This design comes from an exercise in tuning for small area, a short achievable clock period and few clock cycles on the open sky130 flow, not from production work. Function was checked by simulation only, so behaviour that the tests miss may differ from the original. Power is estimated from default activity; no workload was simulated.

`config.mk`:
```
export PLATFORM = sky130hd
export DESIGN_NAME = dps_top
export DESIGN_NICKNAME = dps_top
export VERILOG_FILES = /design/flow/design.v
export SDC_FILE = /design/flow/constraint.sdc
export NUM_CORES = 4
export LEC_CHECK = 0
export CAP_MARGIN = 20
export CORE_MARGIN = 2
export CORE_UTILIZATION = 40
export PLACE_DENSITY = 0.6
export SLEW_MARGIN = 20
```
`constraint.sdc`:
```
create_clock -name core_clock -period 11.0 [get_ports {clk}]
set_input_delay 2.2000 -clock core_clock [delete_from_list [all_inputs] [get_ports {clk}]]
set_output_delay 2.2000 -clock core_clock [all_outputs]
set_load 0.01 [all_outputs]
```
`design.v`:
```
module dps_spi (
    input  wire       clk,
    input  wire       rst,
    input  wire       go,
    input  wire [7:0] tx_byte,
    input  wire       tx_dc,
    input  wire       tx_last,
    output wire       rdy,
    output wire       idle,
    output wire       act_o,
    output wire [3:0] idx,
    output reg        spi_cs_n,
    output reg        spi_dc,
    output reg        spi_sclk,
    output reg        spi_mosi
);
    reg       act;
    reg       lst;
    reg [6:0] sh;
    reg [2:0] bc;
    wire bdone = act & spi_sclk & (bc == 3'd0);
    assign rdy   = ~act | (bdone & ~lst);
    assign idle  = ~act & spi_cs_n;
    assign act_o = act;
    assign idx   = {~bc, spi_sclk};
    always @(posedge clk) begin
        if (rst) begin
            act      <= 1'b0;
            spi_cs_n <= 1'b1;
            spi_sclk <= 1'b0;
        end else if (go) begin
            act      <= 1'b1;
            spi_cs_n <= 1'b0;
            spi_sclk <= 1'b0;
        end else if (act) begin
            spi_sclk <= ~spi_sclk;
            if (bdone) begin
                act <= 1'b0;
                if (lst) spi_cs_n <= 1'b1;
            end
        end
    end
    always @(posedge clk) begin
        if (go) begin
            spi_mosi <= tx_byte[7];
            sh       <= tx_byte[6:0];
            bc       <= 3'd7;
            lst      <= tx_last;
            spi_dc   <= tx_dc;
        end else if (act & spi_sclk) begin
            spi_mosi <= sh[6];
            sh       <= {sh[5:0], 1'b0};
            bc       <= bc - 3'd1;
        end
    end
endmodule
module dps_init_rom (
    input  wire [8:0]  idx,
    output reg  [12:0] entry
);
    always @(*) begin
        case (idx)
            9'd0: entry = {4'd7, 1'b0, 8'h00};
            9'd64: entry = {4'd8, 1'b0, 8'h00};
            9'd192: entry = {4'd1, 1'b0, 8'h11};
            9'd304: entry = {4'd1, 1'b0, 8'h3A};
            9'd305: entry = {4'd1, 1'b1, 8'h05};
            9'd306: entry = {4'd1, 1'b0, 8'hB0};
            9'd307: entry = {4'd1, 1'b1, 8'h00};
            9'd308: entry = {4'd1, 1'b1, 8'hE8};
            9'd309: entry = {4'd1, 1'b0, 8'hB2};
            9'd310: entry = {4'd1, 1'b1, 8'h0C};
            9'd311: entry = {4'd1, 1'b1, 8'h0C};
            9'd312: entry = {4'd1, 1'b1, 8'h00};
            9'd313: entry = {4'd1, 1'b1, 8'h33};
            9'd314: entry = {4'd1, 1'b1, 8'h33};
            9'd315: entry = {4'd1, 1'b0, 8'hB7};
            9'd316: entry = {4'd1, 1'b1, 8'h35};
            9'd317: entry = {4'd1, 1'b0, 8'hBB};
            9'd318: entry = {4'd1, 1'b1, 8'h35};
            9'd319: entry = {4'd1, 1'b0, 8'hC0};
            9'd320: entry = {4'd1, 1'b1, 8'h2C};
            9'd321: entry = {4'd1, 1'b0, 8'hC2};
            9'd322: entry = {4'd1, 1'b1, 8'h01};
            9'd323: entry = {4'd1, 1'b0, 8'hC3};
            9'd324: entry = {4'd1, 1'b1, 8'h13};
            9'd325: entry = {4'd1, 1'b0, 8'hC4};
            9'd326: entry = {4'd1, 1'b1, 8'h20};
            9'd327: entry = {4'd1, 1'b0, 8'hC6};
            9'd328: entry = {4'd1, 1'b1, 8'h0F};
            9'd329: entry = {4'd1, 1'b0, 8'hD0};
            9'd330: entry = {4'd1, 1'b1, 8'hA4};
            9'd331: entry = {4'd1, 1'b1, 8'hA1};
            9'd332: entry = {4'd1, 1'b0, 8'hD6};
            9'd333: entry = {4'd1, 1'b1, 8'hA1};
            9'd334: entry = {4'd1, 1'b0, 8'hE0};
            9'd335: entry = {4'd1, 1'b1, 8'hF0};
            9'd336: entry = {4'd1, 1'b1, 8'h00};
            9'd337: entry = {4'd1, 1'b1, 8'h04};
            9'd338: entry = {4'd1, 1'b1, 8'h04};
            9'd339: entry = {4'd1, 1'b1, 8'h04};
            9'd340: entry = {4'd1, 1'b1, 8'h05};
            9'd341: entry = {4'd1, 1'b1, 8'h29};
            9'd342: entry = {4'd1, 1'b1, 8'h33};
            9'd343: entry = {4'd1, 1'b1, 8'h3E};
            9'd344: entry = {4'd1, 1'b1, 8'h38};
            9'd345: entry = {4'd1, 1'b1, 8'h12};
            9'd346: entry = {4'd1, 1'b1, 8'h12};
            9'd347: entry = {4'd1, 1'b1, 8'h28};
            9'd348: entry = {4'd1, 1'b1, 8'h30};
            9'd349: entry = {4'd1, 1'b0, 8'hE1};
            9'd350: entry = {4'd1, 1'b1, 8'hF0};
            9'd351: entry = {4'd1, 1'b1, 8'h07};
            9'd352: entry = {4'd1, 1'b1, 8'h0A};
            9'd353: entry = {4'd1, 1'b1, 8'h0D};
            9'd354: entry = {4'd1, 1'b1, 8'h0B};
            9'd355: entry = {4'd1, 1'b1, 8'h07};
            9'd356: entry = {4'd1, 1'b1, 8'h28};
            9'd357: entry = {4'd1, 1'b1, 8'h33};
            9'd358: entry = {4'd1, 1'b1, 8'h3E};
            9'd359: entry = {4'd1, 1'b1, 8'h36};
            9'd360: entry = {4'd1, 1'b1, 8'h14};
            9'd361: entry = {4'd1, 1'b1, 8'h14};
            9'd362: entry = {4'd1, 1'b1, 8'h29};
            9'd363: entry = {4'd1, 1'b1, 8'h32};
            9'd364: entry = {4'd1, 1'b0, 8'h36};
            9'd365: entry = {4'd2, 1'b1, 8'h20};
            9'd366: entry = {4'd1, 1'b0, 8'h21};
            9'd414: entry = {4'd1, 1'b0, 8'h29};
            9'd415: entry = {4'd11, 1'b0, 8'h00};
            9'd448: entry = {4'd1, 1'b0, 8'h2A};
            9'd449: entry = {4'd3, 1'b1, 8'h00};
            9'd450: entry = {4'd3, 1'b1, 8'h00};
            9'd451: entry = {4'd3, 1'b1, 8'h00};
            9'd452: entry = {4'd3, 1'b1, 8'h00};
            9'd453: entry = {4'd1, 1'b0, 8'h2B};
            9'd454: entry = {4'd3, 1'b1, 8'h00};
            9'd455: entry = {4'd3, 1'b1, 8'h00};
            9'd456: entry = {4'd3, 1'b1, 8'h00};
            9'd457: entry = {4'd3, 1'b1, 8'h00};
            9'd458: entry = {4'd1, 1'b0, 8'h2C};
            9'd459: entry = {4'd10, 1'b0, 8'h00};
            9'd464: entry = {4'd1, 1'b0, 8'h36};
            9'd465: entry = {4'd2, 1'b1, 8'h20};
            9'd466: entry = {4'd9, 1'b0, 8'h00};
            9'd468: entry = {4'd5, 1'b0, 8'h00};
            9'd469: entry = {4'd9, 1'b0, 8'h00};
            9'd470: entry = {4'd5, 1'b1, 8'h00};
            9'd471: entry = {4'd9, 1'b0, 8'h00};
            9'd472: entry = {4'd6, 1'b0, 8'h00};
            9'd473: entry = {4'd6, 1'b0, 8'h00};
            9'd474: entry = {4'd6, 1'b0, 8'h00};
            9'd475: entry = {4'd6, 1'b0, 8'h00};
            9'd476: entry = {4'd6, 1'b0, 8'h00};
            9'd477: entry = {4'd6, 1'b0, 8'h00};
            9'd478: entry = {4'd6, 1'b0, 8'h00};
            9'd479: entry = {4'd4, 1'b1, 8'h00};
            9'd480: entry = {4'd5, 1'b1, 8'h00};
            9'd481: entry = {4'd9, 1'b0, 8'h00};
            default: entry = {4'd0, 1'b0, 8'h00};
        endcase
    end
endmodule
module dps_top (
    input  wire       clk,
    input  wire       rst,
    input  wire       in_valid,
    input  wire [7:0] in_data,
    output wire       in_ready,
    input  wire       bus_ok,
    output wire       rsp_valid,
    output wire [7:0] rsp_data,
    input  wire       rsp_ready,
    output wire       spi_cs_n,
    output wire       spi_dc,
    output wire       spi_sclk,
    output wire       spi_mosi,
    output reg        lcd_rst_n,
    output reg  [9:0] bl_duty,
    output reg        bl_pwm,
    output reg        diag,
    output reg  [4:0] faults,
    output reg        idle
);
    localparam ST_OP = 3'd0, ST_ARG = 3'd1, ST_PROG = 3'd2, ST_STRM = 3'd3,
               ST_RSP = 3'd4;
    localparam O_INIT = 3'd0, O_ORI = 3'd1, O_WIN = 3'd2, O_STR = 3'd3,
               O_BRI = 3'd4, O_D16 = 3'd5;
    localparam K_NOP = 4'd0, K_TXC = 4'd1, K_TXM = 4'd2, K_TXR = 4'd3,
               K_TXRH = 4'd4, K_TXI = 4'd5, K_ROT = 4'd6, K_RSTA = 4'd7,
               K_RSTD = 4'd8, K_END = 4'd9, K_ENDW = 4'd10, K_ENDI = 4'd11;
    localparam [8:0] P_INIT = 9'd0, P_WIN = 9'd448, P_ORI = 9'd464,
                     P_CMD = 9'd468, P_D8 = 9'd470, P_D16 = 9'd472;
    localparam R_HOLD = 3'd0, R_SHIN = 3'd1, R_ROT = 3'd2, R_PHA = 3'd3,
               R_PHB = 3'd4, R_MUL = 3'd5, R_DEC = 3'd6;
    reg  [7:0]  ib;           
    reg         ibv;
    reg         in_rdy;
    reg  [2:0]  st;
    reg  [2:0]  opq;
    reg         raw;
    reg  [8:0]  S;            
    reg  [63:0] R;
    reg         ready, orient, primed;
    reg         ord;          
    reg         eq;           
    reg         hf;           
    reg         c1, c2, c3, c4, c5, c6;    
    reg         rspv, r0, r6, rac;
    reg  [9:0]  pcnt;
    assign in_ready  = in_rdy;
    assign rsp_valid = rspv;
    assign rsp_data  = {rac, r6, rac, 1'b0, rac, rac, 1'b0, r0};
    wire take = in_valid & in_rdy;
    wire [12:0] rom;
    dps_init_rom u_rom (.idx(S), .entry(rom));
    wire [3:0] rk    = rom[12:9];
    wire       rdc   = rom[8];
    wire [7:0] rbyte = rom[7:0];
    reg        tx_valid, tx_dc, tx_last;
    reg  [7:0] tx_byte;
    wire       spi_rdy, spi_idle, spi_act;
    wire [3:0] bidx;
    wire       go = tx_valid & spi_rdy;
    dps_spi u_spi (
        .clk(clk), .rst(rst), .go(go), .tx_byte(tx_byte), .tx_dc(tx_dc),
        .tx_last(tx_last), .rdy(spi_rdy), .idle(spi_idle), .act_o(spi_act),
        .idx(bidx), .spi_cs_n(spi_cs_n), .spi_dc(spi_dc),
        .spi_sclk(spi_sclk), .spi_mosi(spi_mosi)
    );
    wire in_prog = (st == ST_PROG);
    wire phA = in_prog & spi_act & (S == P_WIN + 9'd1);    
    wire phB = in_prog & spi_act & (S == P_WIN + 9'd10);   
    wire phM = in_prog & spi_act & (S == P_WIN + 9'd11);   
    wire i0  = (bidx == 4'd0);
    wire i15 = (bidx == 4'd15);
    wire ta = R[48], tb = R[32], tc = R[16], td = R[0];
    wire k34  = (bidx == 4'd1) | (bidx == 4'd5);
    wire k319 = (bidx <= 4'd5) | (bidx == 4'd8);
    wire k171 = (bidx == 4'd0) | (bidx == 4'd1) | (bidx == 4'd3) |
                (bidx == 4'd5) | (bidx == 4'd7);
    wire kw = orient ? k171 : k319;    
    wire kh = orient ? k319 : k171;    
    wire c1i = i0 | c1, c2i = i0 | c2, c3i = i0 | c3, c4i = i0 | c4;
    wire c5i = ~i0 & c5, c6i = ~i0 & c6;
    wire sa = ta ^ i15, sb = tb ^ i15, sc = tc ^ i15, sd = td ^ i15;
    wire xo_o = (sc & ~sa) | (sc & c1i) | (~sa & c1i);      
    wire yo_o = (sd & ~sb) | (sd & c2i) | (~sb & c2i);      
    wire xw_o = (kw & ~tc) | (kw & c3i) | (~tc & c3i);      
    wire yh_o = (kh & ~td) | (kh & c4i) | (~td & c4i);      
    wire tp = orient ? ta : tb, tq = orient ? tc : td;
    wire t1 = tp ^ k34 ^ c5i, t2 = tq ^ k34 ^ c6i;          
    wire c5o = (tp & k34) | (tp & c5i) | (k34 & c5i);
    wire c6o = (tq & k34) | (tq & c6i) | (k34 & c6i);
    wire range_ok = xo_o & yo_o & xw_o & yh_o & ~ta & ~tb;
    wire bu   = tb ^ ~ta ^ c1i;
    wire cu_o = (tb & ~ta) | (tb & c1i) | (~ta & c1i);
    wire bw   = (bu ^ c2i) & ord;
    wire cw_o = bu & c2i;
    wire w16  = cw_o & ord;
    wire bv   = td ^ ~tc ^ c3i;
    wire cv_o = (td & ~tc) | (td & c3i) | (~tc & c3i);
    wire [17:0] msum = {1'b0, R[31], R[63:48]} +
                       (R[32] ? {1'b0, R[16], R[15:0]} : 18'd0);
    wire n_is1  = (R[31:1] == 31'd0) & R[0];
    wire s_last = n_is1 & (raw | hf);
    wire [7:0] cm     = raw ? R[62:55] : R[63:56];
    wire       cfirst = (S[2:0] == 3'd4);
    wire       ctop   = ~R[31] & (~raw | ~R[63]);
    wire       ceq    = (cfirst ? ctop : eq) & (cm == ib);
    wire       nzero  = |{R[23:0], ib};
    wire [7:0] bp  = in_prog ? R[7:0] : ib;
    wire       bgt = bp > 8'd100;
    wire [9:0] bnd = (bp == 8'd100) ? 10'd1023 : ({3'b000, bp[6:0]} * 10'd10);
    function [2:0] rspd(input [1:0] j, input o);
        reg [1:0] jj;
        begin
            jj   = j ^ {o, 1'b0};
            rspd = {jj == 2'd3, jj == 2'd1, jj == 2'd0};
        end
    endfunction
    reg  [2:0] st_n, opq_n, rop;
    reg  [8:0] S_n;
    reg        raw_n, ready_n, orient_n, primed_n, ord_n, eq_n, hf_n, lcd_n;
    reg        diag_n, rspv_n, cons, bapply;
    reg  [4:0] faults_n;
    reg  [2:0] rd_n;
    reg        c1_n, c2_n, c3_n, c4_n, c5_n, c6_n;
    always @(*) begin
        st_n = st; opq_n = opq; raw_n = raw; S_n = S;
        ready_n = ready; orient_n = orient; primed_n = primed;
        ord_n = ord; eq_n = eq; hf_n = hf; lcd_n = lcd_rst_n;
        faults_n = faults; diag_n = 1'b0;
        rspv_n = rspv; rd_n = {rac, r6, r0};
        c1_n = c1; c2_n = c2; c3_n = c3; c4_n = c4; c5_n = c5; c6_n = c6;
        cons = 1'b0; bapply = 1'b0; rop = R_HOLD;
        tx_valid = 1'b0; tx_byte = rbyte; tx_dc = rdc; tx_last = 1'b1;
        case (st)
            ST_OP: if (ibv) begin
                cons = 1'b1;
                case (ib)
                    8'h01: begin opq_n = O_INIT; S_n = 9'd7; st_n = ST_ARG; end
                    8'h02: begin opq_n = O_ORI;  S_n = 9'd7; st_n = ST_ARG; end
                    8'h03: begin opq_n = O_WIN;  S_n = 9'd0; st_n = ST_ARG; end
                    8'h04, 8'h05: begin
                        opq_n = O_STR; raw_n = ib[0]; S_n = 9'd4; st_n = ST_ARG;
                    end
                    8'h06: begin opq_n = O_BRI;  S_n = 9'd7; st_n = ST_ARG; end
                    8'h07: begin
                        st_n = ST_RSP; S_n = 9'd0; rspv_n = 1'b1;
                        rd_n = rspd(2'd0, orient);
                    end
                    8'h10: begin st_n = ST_PROG; S_n = P_CMD; primed_n = 1'b0; end
                    8'h11: begin st_n = ST_PROG; S_n = P_D8;  primed_n = 1'b0; end
                    8'h12: begin
                        opq_n = O_D16; S_n = 9'd7; st_n = ST_ARG; primed_n = 1'b0;
                    end
                    default: faults_n[0] = 1'b1;
                endcase
            end
            ST_ARG: if (ibv) begin
                cons = 1'b1;
                S_n  = S + 9'd1;
                if (opq == O_INIT || opq == O_WIN || opq == O_STR || opq == O_D16)
                    rop = R_SHIN;
                if (opq == O_STR) eq_n = ceq;
                if (S[2:0] == 3'd7) begin
                    case (opq)
                        O_INIT: begin
                            primed_n = 1'b0;
                            if (bus_ok) begin
                                st_n = ST_PROG; S_n = P_INIT;
                            end else begin
                                ready_n = 1'b0; st_n = ST_RSP; S_n = 9'd3;
                                rspv_n = 1'b1; rd_n = 3'b000;
                            end
                        end
                        O_ORI: begin
                            if (ib > 8'd1) begin
                                faults_n[0] = 1'b1; st_n = ST_OP;
                            end else begin
                                if (!ready) faults_n[1] = 1'b1;
                                orient_n = ib[0]; primed_n = 1'b0;
                                st_n = ST_PROG; S_n = P_ORI;
                            end
                        end
                        O_WIN: begin
                            if (!ready) faults_n[1] = 1'b1;
                            primed_n = 1'b1; st_n = ST_PROG; S_n = P_WIN;
                        end
                        O_STR: begin
                            if (!ready) faults_n[1] = 1'b1;
                            if (!primed) faults_n[3] = 1'b1;
                            else if (!ceq) faults_n[4] = 1'b1;
                            primed_n = 1'b0; hf_n = 1'b0;
                            st_n = nzero ? ST_STRM : ST_OP;
                        end
                        O_BRI: begin
                            if (!ready) faults_n[1] = 1'b1;
                            bapply = 1'b1; st_n = ST_OP;
                        end
                        default: begin st_n = ST_PROG; S_n = P_D16; end
                    endcase
                end
            end
            ST_PROG: begin
                case (rk)
                    K_NOP: S_n = S + 9'd1;
                    K_TXC, K_TXM: begin
                        tx_valid = 1'b1;
                        if (rk == K_TXM) tx_byte = {orient, rbyte[6:0]};
                        if (go) S_n = S + 9'd1;
                    end
                    K_TXR, K_TXRH: begin
                        tx_valid = (rk == K_TXR) | ibv;
                        tx_byte  = R[63:56];
                        tx_last  = (rk == K_TXR);
                        if (go) begin S_n = S + 9'd1; rop = R_ROT; end
                    end
                    K_TXI: begin
                        tx_valid = ibv; tx_byte = ib;
                        if (go) begin S_n = S + 9'd1; cons = 1'b1; end
                    end
                    K_ROT: begin rop = R_ROT; S_n = S + 9'd1; end
                    K_RSTA, K_RSTD: if (spi_idle) begin
                        lcd_n = (rk == K_RSTD); S_n = S + 9'd1;
                    end
                    K_ENDW: if (spi_act & i15) st_n = ST_OP;
                    K_ENDI: begin
                        ready_n = 1'b1; bapply = 1'b1;
                        st_n = ST_RSP; S_n = 9'd3; rspv_n = 1'b1; rd_n = 3'b001;
                    end
                    default: st_n = ST_OP;
                endcase
                if (phA) begin
                    rop = R_PHA;
                    c1_n = xo_o; c2_n = yo_o; c3_n = xw_o; c4_n = yh_o;
                    c5_n = c5o; c6_n = c6o;
                    if (i15) begin
                        if (!range_ok) faults_n[2] = 1'b1;
                        ord_n = xo_o & yo_o;
                    end
                end
                if (phB) begin
                    rop = R_PHB; c1_n = cu_o; c2_n = cw_o; c3_n = cv_o;
                end
                if (phM) rop = R_MUL;
            end
            ST_STRM: begin
                tx_valid = ibv; tx_byte = ib; tx_dc = 1'b1; tx_last = s_last;
                if (go) begin
                    cons = 1'b1;
                    if (raw | hf) rop = R_DEC;
                    hf_n = ~hf & ~raw;
                    if (s_last) st_n = ST_OP;
                end
            end
            default: if (rsp_ready) begin    
                if (S[1:0] == 2'd3) begin
                    rspv_n = 1'b0; st_n = ST_OP;
                end else begin
                    S_n = S + 9'd1; rd_n = rspd(S[1:0] + 2'd1, orient);
                end
            end
        endcase
        if (bapply & bgt) diag_n = 1'b1;
    end
    wire       ibv_n  = take | (ibv & ~cons);
    wire [9:0] duty_n = rst ? 10'd0 : ((bapply & ~bgt) ? bnd : bl_duty);
    wire [9:0] pcnt_n = rst ? 10'd0 : pcnt + 10'd1;
    always @(posedge clk) begin
        if (take) ib <= in_data;
        if (rst) begin
            ibv <= 1'b0; in_rdy <= 1'b0; st <= ST_OP;
            ready <= 1'b0; orient <= 1'b0; primed <= 1'b0;
            lcd_rst_n <= 1'b1; faults <= 5'd0; diag <= 1'b0;
            rspv <= 1'b0; idle <= 1'b0;
        end else begin
            ibv <= ibv_n;
            in_rdy <= ~ibv_n | (st_n == ST_OP) | (st_n == ST_ARG);
            st <= st_n;
            ready <= ready_n; orient <= orient_n; primed <= primed_n;
            lcd_rst_n <= lcd_n; faults <= faults_n; diag <= diag_n;
            rspv <= rspv_n;
            idle <= (st == ST_OP) & ~ibv & spi_idle & ~take;
        end
        opq <= opq_n; raw <= raw_n; S <= S_n;
        ord <= ord_n; eq <= eq_n; hf <= hf_n;
        {rac, r6, r0} <= rd_n;
        c1 <= c1_n; c2 <= c2_n; c3 <= c3_n; c4 <= c4_n; c5 <= c5_n; c6 <= c6_n;
        bl_duty <= duty_n;
        pcnt    <= pcnt_n;
        bl_pwm  <= pcnt_n < duty_n;
    end
    always @(posedge clk) begin
        case (rop)
            R_SHIN: R <= {R[55:0], ib};
            R_ROT:  R <= {R[55:0], R[63:56]};
            R_PHA:  R <= {orient ? tb : ta, R[63:49], orient ? td : tc, R[47:33],
                          t1, R[31:17], t2, R[15:1]};
            R_PHB:  R <= {bw, R[63:49], bv, R[47:33],
                          i15 ? {w16, R[31:18], w16} : {R[16], R[31:17]},
                          bw, R[15:1]};
            R_MUL:  R <= {msum[16:0], R[47:33], msum[17], R[30:0]};
            R_DEC:  R <= {R[63:32], R[31:0] - 32'd1};
            default: ;
        endcase
    end
endmodule
```
`run.sh`:
```
#!/bin/bash
# synth_recipe.tcl (not shown) runs the flow's synth.tcl, then flattens the netlist and writes it again
# the make line also repeats each setting of config.mk as NAME=value (left out here)
make -C /OpenROAD-flow-scripts/flow DESIGN_CONFIG=/design/flow/config.mk WORK_HOME=/design/flow/orfs CLKGATE_MAP_FILE= SYNTH_SCRIPT=/design/flow/synth_recipe.tcl finish
```
==> out/results.tsv <==
metric	value	unit
synth_area_leaders	edfxtp_1, dfxtp_1, nand2_1	
yosysSeqAreaShare	0.346	
fin_cells	1782	
grt_pass1_vias	10200	
fin_crit_sh	0.558	
cts-htree-levels	4	
power_per_cell_area	101	nW/µm²
design_power_total	1.31	mW
syn_area_per_cell	8.40	µm²
timing.rr.start	S[0]	
finalSetupTns	0	ps
clkSlewWorstSetupHoldPaths	60	ps
relSlewSlack	0.360	
synth_top_cell_by_area	edfxtp_1	
layout_common_cells	nand2_1, nor2_1, edfxtp_1	
routedWlPerCell	20.4	µm
areaGrowthSynthToFinish	9.71	%
dieArea	31000	µm²
multi_input_area	7060	µm²
root_buffer	clkbuf_16	
ys_types	97	
cts_tree	done	
critPathMaxFanout	26	
r2r_slack	4870	ps
seqCellArea	4090	µm²
cp.arrival	6510	ps
hold_path_depth	2	
grtUsageTotal	0.236	
start_util	0.409	
holdBufCountCts	0	
antenna_found_initial	0	
io_pins	46	
syn_inst	1410	
worstMarginPinSlew	959	ps
crit_required	11370	ps
async_flop_share	0	
crit_type	reg -> reg	
viasPerCell	6.11	
crit_chain	inv_1 > ha_1 > nor3_1 > a2111oi_1 > nor3_2 > a31oi_1 > nand2_1 > a211oi_1 > a21oi_1 > a21oi_4 > nor2_1 > a211o_1 > ha_1 > a21o_1 > a21o_1 > a21o_1 > a21oi_1 > nor2b_1 > o21ai_0 > nand2b_1 > a21oi_1 > o31a_1 > a41o_1	
ys.flop_type	edfxtp_1	
insertion_delay	440	ps
holdCritStartpoint	faults[1]	
min_to	faults[1]	
cts_num_sinks	151	
wirelength	36300	µm
critPathCaptureType	register	
slowest_delay	800	ps
clock_skew	12.9	ps
cp_top_family	compound AO/OA/AOI/OAI gates	
ys_ff_latch	151	
dr.first_iter.drc_count	1392	
syn_area	11800	µm²
std_cell_rows	62	
status	timing/DRC/antenna clean	
port_buffers	43	
drc_errors	0	
r2r_end	bl_pwm	
n_antenna_cell	0	
route.vias.total	10900	
ir_drop	0.0886	mV
finalNetCount	1450	
period_needed	6130	ps
synth_warnings	3	
grt_max_degree	56	
dpl_cell_area	12400	µm²
cts_max_path_buffers	2	
setup_viol	0	
yosysTopAreaCellShare	0.271	
finalHoldViolCount	0	
first_pass_iters	6	
dpl.hpwl	26200	µm
globalplace.congestion	0.955	
p_leak	4.76	nW
cts_setup_buffers	0	
antenna_left	0	
drv_cap	0	
grt_pass1_wl	57500	µm
reg2reg_depth	23	
n_fill_cell	2874	
slew_violations	0	
cts_resized	0	
numCtsBuffers	17	
holdCritPathClass	reg -> reg	
synth_edf_count	107	
drive_above_1_share	0.0565	
grt_overflow	0	
layout_commonest_cell	nand2_1	
clock.fmax	0.163	GHz
cp-start-kind	register	
dp_cells	1750	
die_w	176	µm
core_region_area	28900	µm²
critPathBufInv	1	
grt_setup_unrepaired	no	
holdWs	468	ps
die_h	176	µm
slowest_stage	ha_1	
stdcell_area	13000	µm²
[metrics by stage]
stage / util / setup WS (ps)
2_1_floorplan: - / 6070
6_report: 0.449 / 4870
5_1_grt: 0.449 / 4510
3_5_place_dp: 0.427 / 5110
3_3_place_gp: 0.427 / 5230
4_1_cts: 0.449 / 5050
[where the power goes]
part	internal [mW]	switching [mW]
Combinational	0.0290	0.0377
Sequential	0.609	0.0114
Clock	0.362	0.258
Total	1.00	0.307
[cell type report]
cell class | instances | area share
inverter | 52 | 0.0150
clock inverter | 11 | 0.00809
clock buffer | 21 | 0.0396
sequential | 151 | 0.315
multi-input combinational | 1105 | 0.543
timing repair buffer | 58 | 0.0418
tap | 384 | 0.0370
[routing by layer]
layer	share of wire	vias up	global-route usage
met5	0	-	0
met4	0.029	0	0.0830
met3	0.073	80	0.0405
met2	0.44	507	0.363
met1	0.45	5158	0.333
li1	-	5148	-
[tightest hold or removal path, cell delays in order (launching register included)]
cell and delay, ps:
dfxtp_1 320, a31oi_1 40, nor2_1 70
[logic make-up after synthesis]
logic type	synth area share
adders and majority gates	0.0596
muxes	0.0221
buffers and inverters	0.0584
xor gates and xnor gates	0.0562
AOI/OAI and AO/OA	0.208
and+or+nand+nor	0.250
DFF	0.346
other	0.000317
[worst max-delay path by stage]
| stage | endpoint | from | cells after the start |
|---|---|---|---|
| 2_1_floorplan | bl_pwm | S[0] | 27 |
| 6_report | bl_pwm | S[0] | 23 |
| 4_1_cts | bl_pwm | S[0] | 23 |
| 3_3_place_gp | bl_pwm | S[0] | 23 |
| 3_5_place_dp | bl_pwm | S[0] | 23 |
| 5_1_grt | bl_pwm | S[0] | 23 |
[cells in the mapped netlist, drive strengths merged, types with 11 or more instances]
master,number
a21o,13
a21oi,81
a221o,23
a31oi,25
and2,33
buf,48
clkbuf,55
dfxtp,44
edfxtp,107
ha,46
inv,52
mux2i,25
nand2,160
nand2b,16
nand3,68
nand4,12
nor2,151
nor2b,19
nor3,42
nor4,24
o211ai,11
o21ai,90
xnor2,41
xor2,35
[state kept, by name, indices dropped and copies added (netlist names), 3 cells and up]
signal,cells
faults,5
u_spi.bc,3
st,3
bl_duty,10
pcnt,10
R,64
S,9
u_spi.sh,7
ib,8
opq,3
Testbench counts, summed over its fixed seeds: cycles 1,014,454.

==> separate check: timing with driven ports <==
No port has a modelled driver above. Below, the same layout with a new extraction and two added sets of constraints. Step 1 assumes that a clkbuf_16 drives the clock port and a buf_2 every other input. Step 2 also shifts input and output timing later by t, the mid clock arrival at the registers, as if the neighbouring blocks saw the same clock. Slacks: no drivers / after step 1 / after step 2; pairs: no drivers / after step 1.
t (ns): 0.481
setup slack, ns: 4.866 / 4.866 / 4.866
slew at the worst register clock pin (ns): 0.07 / 0.07
worst slew at a driven data input, ns: 0.03
After both steps this run still meets setup and hold. For this run, drivers alone change the setup slack by 0.000 ns; drivers and shift together by 0.000 ns.
